This is an optimization exercise on Yosys and OpenROAD, whose aim is small area, a short achievable clock period and few clock cycles per item, not a production implementation.
Function was checked by simulation only, so behaviour that the tests miss may differ from the original.
Power figures rest on the tool's default switching activity, not on a simulated workload.

Setup of rev 12:
==> flow/design.v <==
module ring_monitor #(
    parameter integer N    = 64,
    parameter integer IDXW = 6       
) (
    input  wire            clk,
    input  wire            rst,            
    input  wire            ev_valid,
    output wire            ev_ready,
    input  wire [3:0]      ev_code,
    input  wire            ev_party,       
    input  wire            ev_ring,        
    input  wire [7:0]      ev_index,       
    output reg             done,
    output wire            done_ok,        
    output reg  [IDXW:0]   done_count,     
    output reg             sig_rx,         
    output reg             rx_int_enable,  
    output reg             tx_kick,        
    output reg             reclaim_valid,  
    output wire [IDXW-1:0] reclaim_idx,
    output reg  [6:0]      viol,
    output reg  [15:0]     err_cnt
);
    localparam [3:0] EV_RING_ALLOC     = 4'h0;
    localparam [3:0] EV_RING_FREE      = 4'h1;
    localparam [3:0] EV_RX_HW_COMPLETE = 4'h2;
    localparam [3:0] EV_RX_ADVANCE     = 4'h3;
    localparam [3:0] EV_TX_SUBMIT      = 4'h4;
    localparam [3:0] EV_TX_HW_COMPLETE = 4'h5;
    localparam [3:0] EV_TX_DRAIN       = 4'h6;
    localparam [3:0] EV_RX_OVERRUN     = 4'h7;
    localparam [3:0] EV_TX_UNDERRUN    = 4'h8;
    localparam [3:0] EV_ACCESS         = 4'h9;
    localparam integer V_OWNERSHIP      = 0;
    localparam integer V_HW_NOT_OWNER   = 1;
    localparam integer V_SW_NOT_OWNER   = 2;
    localparam integer V_TX_UNRECLAIMED = 3;
    localparam integer V_NOT_ALLOCATED  = 4;
    localparam integer V_DOUBLE_ALLOC   = 5;
    localparam integer V_BAD_EVENT      = 6;
    localparam [IDXW-1:0] CUR0 = {IDXW{1'b1}};
    reg             v1;
    reg  [3:0]      code1;
    reg             party1;
    reg             ring1;
    reg  [IDXW-1:0] idx1;       
    reg             bad1;       
    reg             alloc;
    reg             rx_int_en;
    reg  [IDXW-1:0] rx_cur;     
    reg  [IDXW-1:0] hw_rx;
    reg             rx_wrap;    
    reg  [IDXW-1:0] tx_comp;
    reg  [IDXW-1:0] hw_tx;
    reg  [IDXW-1:0] tx_prod;
    reg             c_wrap;     
    reg             d_wrap;     
    reg             idle;       
    reg             umode;      
    reg             ufin;       
    reg             rst_q;
    assign ev_ready    = idle;
    assign done_ok     = tx_kick;
    assign reclaim_idx = tx_comp;
    wire go = v1 && idle;
    wire rx_eq   = (rx_cur == hw_rx);
    wire rx_none = rx_eq && !rx_wrap;         
    wire rx_all  = rx_eq &&  rx_wrap;         
    wire c_eq    = (tx_comp == hw_tx);
    wire d_eq    = (hw_tx == tx_prod);
    wire o_eq    = (tx_comp == tx_prod);
    wire c_none  = c_eq && !c_wrap;
    wire d_none  = d_eq && !d_wrap;
    wire d_all   = d_eq &&  d_wrap;
    wire o_full  = o_eq && !(c_none && d_none);    
    wire [IDXW-1:0] rx_cur_inc  = rx_cur + 1'b1;
    wire [IDXW-1:0] tx_comp_inc = tx_comp + 1'b1;
    wire [IDXW-1:0] ia   = ring1 ? hw_tx   : rx_cur;
    wire [IDXW-1:0] ib   = ring1 ? tx_prod : hw_rx;
    wire            iw   = ring1 ? d_wrap  : rx_wrap;
    wire            in_iv = (idx1 > ia) ^ (idx1 > ib) ^ iw;
    wire            owner = ring1 ? in_iv : !in_iv;
    wire            under1  = (code1 == EV_TX_UNDERRUN);
    wire [IDXW-1:0] s_end   = (!idle ? umode : under1) ? tx_prod : hw_tx;
    wire            s_last  = (tx_comp_inc == s_end);
    always @(posedge clk) begin
        rst_q <= rst;
        begin
            if (ev_ready) begin
                v1     <= ev_valid;
                code1  <= ev_code;
                party1 <= ev_party;
                ring1  <= ev_ring;
                idx1   <= ev_index[IDXW-1:0];
                bad1   <= (ev_index[7:IDXW] != 0);
            end
            done          <= 1'b0;
            sig_rx        <= 1'b0;
            rx_int_enable <= 1'b0;
            tx_kick       <= 1'b0;
            reclaim_valid <= 1'b0;
            if (!idle) begin
                if (ufin) begin
                    tx_comp <= CUR0;
                    hw_tx   <= CUR0;
                    tx_prod <= CUR0;
                    c_wrap  <= 1'b0;
                    d_wrap  <= 1'b0;
                    done    <= 1'b1;
                    idle    <= 1'b1;
                end else begin
                    reclaim_valid <= 1'b1;
                    tx_comp       <= tx_comp_inc;
                    done_count    <= done_count + 1'b1;
                    if (s_last) begin
                        if (umode) begin
                            ufin <= 1'b1;
                        end else begin
                            done <= 1'b1;
                            idle <= 1'b1;
                        end
                    end
                end
            end else if (go) begin
                if (code1 > EV_ACCESS) begin
                    viol[V_BAD_EVENT] <= 1'b1;
                    done <= 1'b1;
                end else if (!alloc && code1 != EV_RING_ALLOC) begin
                    viol[V_NOT_ALLOCATED] <= 1'b1;
                    done_count <= {(IDXW+1){1'b0}};
                    done <= 1'b1;
                end else begin
                    case (code1)
                    EV_RING_ALLOC: begin
                        if (alloc) begin
                            viol[V_DOUBLE_ALLOC] <= 1'b1;
                        end else begin
                            rx_cur    <= CUR0;
                            hw_rx     <= CUR0;
                            rx_wrap   <= 1'b0;
                            tx_comp   <= CUR0;
                            hw_tx     <= CUR0;
                            tx_prod   <= CUR0;
                            c_wrap    <= 1'b0;
                            d_wrap    <= 1'b0;
                            rx_int_en <= 1'b1;
                            alloc     <= 1'b1;
                        end
                        done <= 1'b1;
                    end
                    EV_RING_FREE: begin
                        alloc     <= 1'b0;
                        rx_int_en <= 1'b0;
                        done      <= 1'b1;
                    end
                    EV_RX_HW_COMPLETE: begin
                        if (!rx_all) begin
                            hw_rx   <= hw_rx + 1'b1;
                            if (&hw_rx) rx_wrap <= 1'b1;
                            if (rx_int_en) begin
                                rx_int_en <= 1'b0;
                                sig_rx    <= 1'b1;
                            end
                        end else begin
                            viol[V_HW_NOT_OWNER] <= 1'b1;
                        end
                        done <= 1'b1;
                    end
                    EV_RX_ADVANCE: begin
                        if (rx_none) begin
                            viol[V_SW_NOT_OWNER] <= 1'b1;
                        end else begin
                            rx_cur  <= rx_cur_inc;
                            if (&rx_cur) rx_wrap <= 1'b0;
                            if (rx_cur_inc == hw_rx) begin
                                rx_int_en     <= 1'b1;
                                rx_int_enable <= 1'b1;
                            end else begin
                                sig_rx <= 1'b1;
                            end
                        end
                        done <= 1'b1;
                    end
                    EV_TX_SUBMIT: begin
                        if (d_all) begin
                        end else if (o_full) begin
                            viol[V_TX_UNRECLAIMED] <= 1'b1;
                        end else begin
                            tx_prod <= tx_prod + 1'b1;
                            if (&tx_prod) d_wrap <= 1'b1;
                            tx_kick <= 1'b1;
                        end
                        done <= 1'b1;
                    end
                    EV_TX_HW_COMPLETE: begin
                        if (!d_none) begin
                            hw_tx  <= hw_tx + 1'b1;
                            if (&hw_tx) begin
                                d_wrap <= 1'b0;
                                c_wrap <= 1'b1;
                            end
                        end else begin
                            viol[V_HW_NOT_OWNER] <= 1'b1;
                        end
                        done <= 1'b1;
                    end
                    EV_TX_DRAIN: begin
                        done_count <= {{IDXW{1'b0}}, !c_none};
                        c_wrap     <= 1'b0;
                        if (c_none) begin
                            done <= 1'b1;
                        end else begin
                            reclaim_valid <= 1'b1;
                            tx_comp       <= tx_comp_inc;
                            umode         <= 1'b0;
                            ufin          <= 1'b0;
                            if (s_last) done <= 1'b1;
                            else        idle <= 1'b0;
                        end
                    end
                    EV_RX_OVERRUN: begin
                        rx_cur    <= CUR0;
                        hw_rx     <= CUR0;
                        rx_wrap   <= 1'b0;
                        rx_int_en <= 1'b1;
                        err_cnt   <= err_cnt + 16'd1;
                        done      <= 1'b1;
                    end
                    EV_TX_UNDERRUN: begin
                        err_cnt <= err_cnt + 16'd1;
                        if (o_eq && !o_full) begin
                            tx_comp <= CUR0;
                            hw_tx   <= CUR0;
                            tx_prod <= CUR0;
                            c_wrap  <= 1'b0;
                            d_wrap  <= 1'b0;
                            done    <= 1'b1;
                        end else begin
                            reclaim_valid <= 1'b1;
                            tx_comp       <= tx_comp_inc;
                            umode         <= 1'b1;
                            ufin          <= s_last;
                            idle          <= 1'b0;
                        end
                    end
                    default: begin  
                        if (bad1)
                            viol[V_BAD_EVENT] <= 1'b1;
                        else if (party1 != owner)
                            viol[V_OWNERSHIP] <= 1'b1;
                        done <= 1'b1;
                    end
                    endcase
                end
            end
        end
        if (rst_q) begin
            alloc     <= 1'b0;
            rx_int_en <= 1'b0;
            viol      <= 7'd0;
            err_cnt   <= 16'd0;
        end
        if (rst) begin
            v1            <= 1'b0;
            idle          <= 1'b1;
            done          <= 1'b0;
            sig_rx        <= 1'b0;
            rx_int_enable <= 1'b0;
            tx_kick       <= 1'b0;
            reclaim_valid <= 1'b0;
        end
    end
endmodule
clock: 8.0 ns
lec_check: 0
cap_margin: 20
core_margin: 2
core_utilization: 40
place_density: 0.6
slew_margin: 20
buffer_ports_args: -buffer_cell sky130_fd_sc_hd__buf_1
setup_slack_margin: 5.3
cts_args: -sink_clustering_enable -repair_clock_nets -dont_use_dummy_load -buf_list sky130_fd_sc_hd__clkbuf_8
standard.sh (not shown) runs the stock make flow with config.mk's settings and CLKGATE_MAP_FILE= SYNTH_SCRIPT=/design/flow/synth_recipe.tcl, a recipe that flattens the netlist after the stock synthesis.
==> flow/flow/run.sh <==
#!/bin/bash
# Own layout flow: the standard layout (standard.sh), with two settings added to config.mk:
#  - port buffers of a plain buffer cell (sky130_fd_sc_hd__buf_2) instead of the delay buffer
#    the resizer picks by default; every input and output port still gets its own buffer;
#  - a larger setup slack margin for repair_timing, so that it aims at a shorter period.
# The clock period, constraints, synthesis, floorplan, power grid and tap cells are unchanged.
set -euo pipefail
cat >> config.mk <<'EOC'
export BUFFER_PORTS_ARGS = -buffer_cell sky130_fd_sc_hd__buf_1
export SETUP_SLACK_MARGIN = 5.3
export CTS_ARGS = -sink_clustering_enable -repair_clock_nets -dont_use_dummy_load -buf_list sky130_fd_sc_hd__clkbuf_8
EOC
bash standard.sh > standard.log 2>&1
Testbench counts of rev 12, summed over its fixed seeds: cycles 35,524, events 32,000.
For rev 13, these inputs were changed with respect to rev 12:
--- a/flow/design.v
+++ b/flow/design.v
@@ -76,11 +76,11 @@
     wire [IDXW-1:0] rx_cur_inc  = rx_cur + 1'b1;
     wire [IDXW-1:0] tx_comp_inc = tx_comp + 1'b1;
     wire [IDXW-1:0] ia   = ring1 ? hw_tx   : rx_cur;
     wire [IDXW-1:0] ib   = ring1 ? tx_prod : hw_rx;
     wire            iw   = ring1 ? d_wrap  : rx_wrap;
-    wire            in_iv = (idx1 > ia) ^ (idx1 > ib) ^ iw;
+    wire            in_iv = (idx1 >= ia) ^ (idx1 >= ib) ^ iw;
     wire            owner = ring1 ? in_iv : !in_iv;
     wire            under1  = (code1 == EV_TX_UNDERRUN);
     wire [IDXW-1:0] s_end   = (!idle ? umode : under1) ? tx_prod : hw_tx;
     wire            s_last  = (tx_comp_inc == s_end);
     always @(posedge clk) begin
@@ -89,11 +89,11 @@
             if (ev_ready) begin
                 v1     <= ev_valid;
                 code1  <= ev_code;
                 party1 <= ev_party;
                 ring1  <= ev_ring;
-                idx1   <= ev_index[IDXW-1:0];
+                idx1   <= ev_index[IDXW-1:0] - 1'b1;
                 bad1   <= (ev_index[7:IDXW] != 0);
             end
             done          <= 1'b0;
             sig_rx        <= 1'b0;
             rx_int_enable <= 1'b0;
Results
In rev 13, synthesized net count is higher than in rev 12.
Summary of rev 13 over rev 12: worst hold-check slack moved up, worst setup slack after layout shrank by 0.029 ns.
Rev 13 vs rev 12: cell depth of the worst flop-to-flop path up
Relative to rev 12, buffering stage count on the worst path with inverters included has decreased by 1 in rev 13.
Taking rev 12 as the reference point, the part of the cycle the worst path needs of rev 13 rises by 0.36 points.
The run showing the smaller leakage power is rev 13.
Testbench counts of rev 13, summed over its fixed seeds: cycles 35,524, events 32,000.

what the ideal ports hide:
No port has a modelled driver above. Below, the same layouts with a new extraction and two added sets of constraints. Step 1 (the two cells are an assumption about what drives the block):
set clk [get_ports {clk}]
set_driving_cell -lib_cell sky130_fd_sc_hd__clkbuf_16 $clk
set_driving_cell -lib_cell sky130_fd_sc_hd__buf_2 [delete_from_list [all_inputs] $clk]
Step 2 also shifts input and output timing later by t, the mid clock arrival at the registers, as if the neighbouring blocks saw the same clock. Three values: no drivers, after step 1, after step 2; two values: the first two.
run	t, ns	slack for setup (ns)	slew at the worst register clock pin (ns)
rev 12	0.402	5.356 / 5.320 / 5.362	0.08 / 0.08
rev 13	0.398	5.327 / 5.290 / 5.397	0.09 / 0.09
After both steps every run listed still meets setup and hold.
